Source: an optimization exercise on an open RTL-to-GDS flow (aim: small area). Production flows keep margins and buffers that such runs may drop.
Only simulation tests tie the RTL to the original design; equivalence was not proved.
No driver is modelled on the clock port, so clock power and skew are understated where the tree is cut down; a real chip needs a root buffer or a tree.
Power figures rest on the tool's default switching activity, not on a simulated workload.

Design stpm3x_link, start of the top module:
module stpm3x_link (
    input  wire        clk,
    input  wire        rst,
    input  wire [7:0]  t_min,         
    input  wire        cmd_valid,
    output wire        cmd_ready,
    input  wire [2:0]  cmd_op,
    input  wire [7:0]  cmd_addr,
    input  wire [39:0] cmd_data,
    output wire        rsp_valid,
    output wire [2:0]  rsp_code,
    output wire [79:0] rsp_data,
    output wire [1:0]  rsp_crc_err,   
    output wire        arb_req,
    input  wire        arb_ack,
    input  wire        arb_gnt,
    output wire        bus_held,
    output wire        spi_cs_n,
    output wire        spi_sclk,
    output wire        spi_mosi,
    input  wire        spi_miso
);
    localparam [2:0] ST_IDLE  = 3'd0,
                     ST_COMP  = 3'd1,    
                     ST_REQ   = 3'd2,    
                     ST_RES   = 3'd3,    
                     ST_DLYO  = 3'd4,    
                     ST_FRAME = 3'd5,    
                     ST_DLYE  = 3'd7;    
    localparam [2:0] D_ZERO = 3'd0, D_ONE = 3'd1, D_S39 = 3'd2, D_S31 = 3'd3,
                     D_S23  = 3'd4, D_S15 = 3'd5, D_C7 = 3'd6, D_DE = 3'd7;
    reg  [2:0]  st;
    reg  [2:0]  op;
    reg  [7:0]  cnt;       
    reg         fr;        
    reg         e0, e1;    
    reg  [39:0] S;
    reg  [7:0]  C;
    wire [2:0] bi = cnt[6:4];
    wire [2:0] ki = cnt[3:1];    
    wire s_idle  = (st == ST_IDLE);
    wire s_comp  = (st == ST_COMP);
    wire s_req   = (st == ST_REQ);
    wire s_dlyo  = (st == ST_DLYO);
    wire s_frame = (st == ST_FRAME);
    wire s_dlye  = (st == ST_DLYE);
    wire s_close = s_dlye && fr && (cnt[7:3] == 5'd0);
    wire s_res   = (st == ST_RES);
    wire is_rd   = op[0];
    wire is_bus  = (op[2:1] == 2'b11);
    wire cz7     = (cnt[7:1] == 7'd0);
    wire cnt0    = cz7 && !cnt[0];
    reg        fullrot;    
    reg        ash, bsh;   
    reg        c_shift;    
    reg  [2:0] dsel;
    reg        force1;
    wire       rx = s_frame && is_rd;    
    always @* begin
        fullrot = 1'b0; ash = 1'b0; bsh = 1'b0; c_shift = 1'b0;
        dsel = D_S39; force1 = 1'b0;
        if (s_close) begin
            bsh = 1'b1; c_shift = 1'b1; dsel = D_S15;
        end else if (s_frame && is_rd) begin
            dsel = D_ONE;
            if (!fr) begin
  ...
clock: 8.0 ns
lec_check: 0
abc_area: 1
cap_margin: 5
core_margin: 2
core_utilization: 65
place_density: 0.75
slew_margin: 5
standard.sh (not shown) runs the stock make flow with config.mk's settings and CLKGATE_MAP_FILE= SYNTH_SCRIPT=/design/flow/synth_recipe.tcl, a recipe that flattens the netlist after the stock synthesis.
==> flow/flow/run.sh <==
#!/bin/bash
set -euo pipefail
export BUFFER_PORTS_ARGS="-buffer_cell sky130_fd_sc_hd__buf_1"
export SKIP_REPAIR_TIE_FANOUT=1
export PRE_CTS_TCL=$PWD/flow/manual_cts.tcl
bash standard.sh synth > synth.log 2>&1
R=orfs/results/sky130hd/stpm3x_link/base
LIB=$FLOW_HOME/platforms/sky130hd/lib/sky130_fd_sc_hd__tt_025C_1v80.lib
YOSYS=$FLOW_HOME/../tools/install/yosys/bin/yosys
[[ -x $YOSYS ]] || YOSYS=yosys
cp $R/1_2_yosys.v remap_in.v
# Seventeen re-mappings, four at a time: one plain, sixteen with ABC's deepsyn
# from different seeds. The smallest netlist is used.
variants="plain"
for seed in 11; do variants="$variants $seed"; done
n=0
for v in $variants; do
  if [[ $v == plain ]]; then
    cp flow/area_plain.abc remap_$v.abc
  else
    sed "s#SEED#$v#" flow/area_deep.abc > remap_$v.abc
  fi
  sed "s#LIBFILE#$LIB#g; s#INFILE#remap_in.v#; s#ABCSCRIPT#remap_$v.abc#; s#STATFILE#remap_stat_$v.txt#; s#OUTFILE#remap_out_$v.v#" flow/remap.ys > remap_run_$v.ys
  timeout 900 $YOSYS -s remap_run_$v.ys > remap_$v.log 2>&1 &
  n=$((n + 1))
  if (( n % 4 == 0 )); then wait || true; fi
done
wait || true
best=""
bestarea=""
for v in $variants; do
  a=$(awk '/Chip area/ {print $NF}' remap_stat_$v.txt 2>/dev/null || true)
  [[ -n "$a" && -s remap_out_$v.v ]] || continue
  if [[ -z "$best" ]] || awk -v x="$a" -v y="$bestarea" 'BEGIN { exit !(x < y) }'; then
    best=$v
    bestarea=$a
  fi
done
echo "remap: using variant $best, area $bestarea" > remap_choice.txt
cp remap_out_$best.v $R/1_2_yosys.v
bash standard.sh finish > finish.log 2>&1
==> flow/flow/area_deep.abc <==
strash
&get -n
&deepsyn -J 300 -S SEED
&put
dch -f
amap
topo
==> flow/flow/manual_cts.tcl <==
# Sourced by ORFS's cts.tcl before its clock tree synthesis (PRE_CTS_TCL).
# Replaces clock_tree_synthesis with a small two-level tree: one root buffer
# driven by the clock port, feeding NX x NY leaf buffers, each driving the
# flip-flops of one region of the placement.
proc clock_tree_synthesis { args } {
  set nx 2
  set ny 2
  set leaf_cell sky130_fd_sc_hd__clkbuf_8
  set root_cell sky130_fd_sc_hd__clkbuf_4
  set db [ord::get_db]
  set block [ord::get_db_block]
  set clknet [$block findNet clk]
  set sinks {}
  foreach it [$clknet getITerms] {
    if { [$it isInputSignal] } { lappend sinks $it }
  }
  proc ::mcts_x { it } { set b [[$it getInst] getBBox]; return [expr { ([$b xMin] + [$b xMax]) / 2 }] }
  proc ::mcts_y { it } { set b [[$it getInst] getBBox]; return [expr { ([$b yMin] + [$b yMax]) / 2 }] }
  set srt [lsort -command { apply { { a b } { expr { [::mcts_x $a] - [::mcts_x $b] } } } } $sinks]
  set groups {}
  set per [expr { int(ceil([llength $srt] / double($nx))) }]
  for { set c 0 } { $c < $nx } { incr c } {
    set col [lrange $srt [expr { $c * $per }] [expr { ($c + 1) * $per - 1 }]]
    set col [lsort -command { apply { { a b } { expr { [::mcts_y $a] - [::mcts_y $b] } } } } $col]
    set per2 [expr { int(ceil([llength $col] / double($ny))) }]
    for { set r 0 } { $r < $ny } { incr r } {
      set grp [lrange $col [expr { $r * $per2 }] [expr { ($r + 1) * $per2 - 1 }]]
      if { [llength $grp] } { lappend groups $grp }
    }
  }
  set rinst [odb::dbInst_create $block [$db findMaster $root_cell] "clkbuf_root"]
  set rootnet [odb::dbNet_create $block "clknet_root"]
  $rootnet setSigType CLOCK
  [$rinst findITerm A] connect $clknet
  [$rinst findITerm X] connect $rootnet
  set rx 0
  set ry 0
  foreach it $sinks {
    set rx [expr { $rx + [::mcts_x $it] }]
    set ry [expr { $ry + [::mcts_y $it] }]
  }
  $rinst setLocation [expr { $rx / [llength $sinks] }] [expr { $ry / [llength $sinks] }]
  $rinst setPlacementStatus PLACED
  set g 0
  foreach grp $groups {
    set inst [odb::dbInst_create $block [$db findMaster $leaf_cell] "clkbuf_leaf_$g"]
    set net [odb::dbNet_create $block "clknet_leaf_$g"]
    $net setSigType CLOCK
    set sx 0
    set sy 0
    foreach it $grp {
      $it disconnect
      $it connect $net
      set sx [expr { $sx + [::mcts_x $it] }]
      set sy [expr { $sy + [::mcts_y $it] }]
    }
    [$inst findITerm A] connect $rootnet
    [$inst findITerm X] connect $net
    $inst setLocation [expr { $sx / [llength $grp] }] [expr { $sy / [llength $grp] }]
    $inst setPlacementStatus PLACED
    incr g
  }
  puts "manual clock tree: 1 root, $g leaves, [llength $sinks] sinks"
  set_propagated_clock [all_clocks]
}
Other scripts of this flow, unchanged in this note and not shown: flow/flow/area_plain.abc, flow/flow/remap.ys
The first run ran to the end with no violations.
Then changed:
--- a/flow/flow/run.sh
+++ b/flow/flow/run.sh
@@ -10,8 +10,8 @@
 [[ -x $YOSYS ]] || YOSYS=yosys
 cp $R/1_2_yosys.v remap_in.v
-# Seventeen re-mappings, four at a time: one plain, sixteen with ABC's deepsyn
+# Thirteen re-mappings, four at a time: one plain, twelve with ABC's deepsyn
 # from different seeds. The smallest netlist is used.
 variants="plain"
-for seed in 11; do variants="$variants $seed"; done
+for seed in 1 2 3 4 5 6 7 8 9 10 11 12; do variants="$variants $seed"; done
 n=0
 for v in $variants; do
==> flow/flow/area_deep.abc (replaced) <==
strash
&get -n
&deepsyn -J 100 -S SEED
&put
dch -f
amap
topo
--- a/flow/flow/manual_cts.tcl
+++ b/flow/flow/manual_cts.tcl
@@ -4,7 +4,7 @@
 # flip-flops of one region of the placement.
 proc clock_tree_synthesis { args } {
-  set nx 2
-  set ny 2
-  set leaf_cell sky130_fd_sc_hd__clkbuf_8
+  set nx 3
+  set ny 3
+  set leaf_cell sky130_fd_sc_hd__clkbuf_4
   set root_cell sky130_fd_sc_hd__clkbuf_4
   set db [ord::get_db]
CAP_MARGIN = 20   (was 5)
CORE_UTILIZATION = 40   (was 65)
PLACE_DENSITY = not set   (was 0.75)
SLEW_MARGIN = 20   (was 5)
After rerunning:
- The new run produced a clean layout
- worst hold slack degrades by 25 ps
- total power increases by 7.3%
- synthesized area is higher by 0.93%
- sequential share of layout area went down by 1.0 points
Then changed:
--- a/flow/flow/run.sh
+++ b/flow/flow/run.sh
@@ -10,8 +10,8 @@
 [[ -x $YOSYS ]] || YOSYS=yosys
 cp $R/1_2_yosys.v remap_in.v
-# Thirteen re-mappings, four at a time: one plain, twelve with ABC's deepsyn
+# Seventeen re-mappings, four at a time: one plain, sixteen with ABC's deepsyn
 # from different seeds. The smallest netlist is used.
 variants="plain"
-for seed in 1 2 3 4 5 6 7 8 9 10 11 12; do variants="$variants $seed"; done
+for seed in 3; do variants="$variants $seed"; done
 n=0
 for v in $variants; do
--- a/flow/flow/manual_cts.tcl
+++ b/flow/flow/manual_cts.tcl
@@ -4,7 +4,7 @@
 # flip-flops of one region of the placement.
 proc clock_tree_synthesis { args } {
-  set nx 3
-  set ny 3
-  set leaf_cell sky130_fd_sc_hd__clkbuf_4
+  set nx 2
+  set ny 2
+  set leaf_cell sky130_fd_sc_hd__clkbuf_8
   set root_cell sky130_fd_sc_hd__clkbuf_4
   set db [ord::get_db]
CORE_UTILIZATION = 65   (was 40)
PLACE_DENSITY = 0.75   (was not set)
Cell count drops by 4.5%.
Wire length falls by about 6%.
Design area is lower by about 0.9%.
Global-route usage goes up by 8.8 points.
Combinational power falls by about 11%.
Then changed:
--- a/flow/flow/run.sh
+++ b/flow/flow/run.sh
@@ -13,5 +13,5 @@
 # from different seeds. The smallest netlist is used.
 variants="plain"
-for seed in 3; do variants="$variants $seed"; done
+for seed in 1 2 3 4 5 6 7 8 9 10 11 12 13 14 15 16; do variants="$variants $seed"; done
 n=0
 for v in $variants; do
==> flow/flow/area_deep.abc (replaced) <==
strash
&get -n
&deepsyn -J 300 -S SEED
&put
dch -f
amap
topo
After rerunning:
- routed wire length goes down by 3.5%
- design area fell by 1.6%
- clock skew barely changes
- maximum frequency falls by 5.0%
- global-route usage is lower by 0.19 points
- synthesized area fell by 1.6%
- total power came out higher by 2.8%
- die area falls by 1.6%
- via count drops by 1.1%
In every run of this note, the design's own scripts or RTL, not TritonCTS, make the clock network.

## separate check: timing with driven ports
The results above use ideal ports. As a check the final layouts listed here were re-extracted and re-timed, cells and wires unchanged.
Step 1 assumes that a clkbuf_16 drives the clock port and a buf_2 every other input.
Step 2 adds t to the input delays and takes it off the output delays; t is the mean of the earliest and latest rising clock arrival at the registers after step 1. Input paths then give back, and output paths get back, about the clock's delay inside the block.
Slacks: ideal ports / drivers / drivers and shift; pairs: ideal ports / drivers.
| run | shift t [ns] | setup slack, ns | latest minus earliest clock arrival (ns) | worst data-port slew with drivers (ns) |
|---|---|---|---|---|
| the first run | 0.398 | 2.913 / 2.886 / 3.284 | 0.011 / 0.011 | 0.04 |
| the second run | 0.468 | 2.754 / 2.724 / 3.192 | 0.031 / 0.032 | 0.05 |
| the third run | 0.407 | 3.117 / 3.087 / 3.494 | 0.013 / 0.014 | 0.04 |
| the fourth run | 0.401 | 2.860 / 2.834 / 3.234 | 0.011 / 0.011 | 0.04 |
After both steps setup and hold are still met in every run listed.
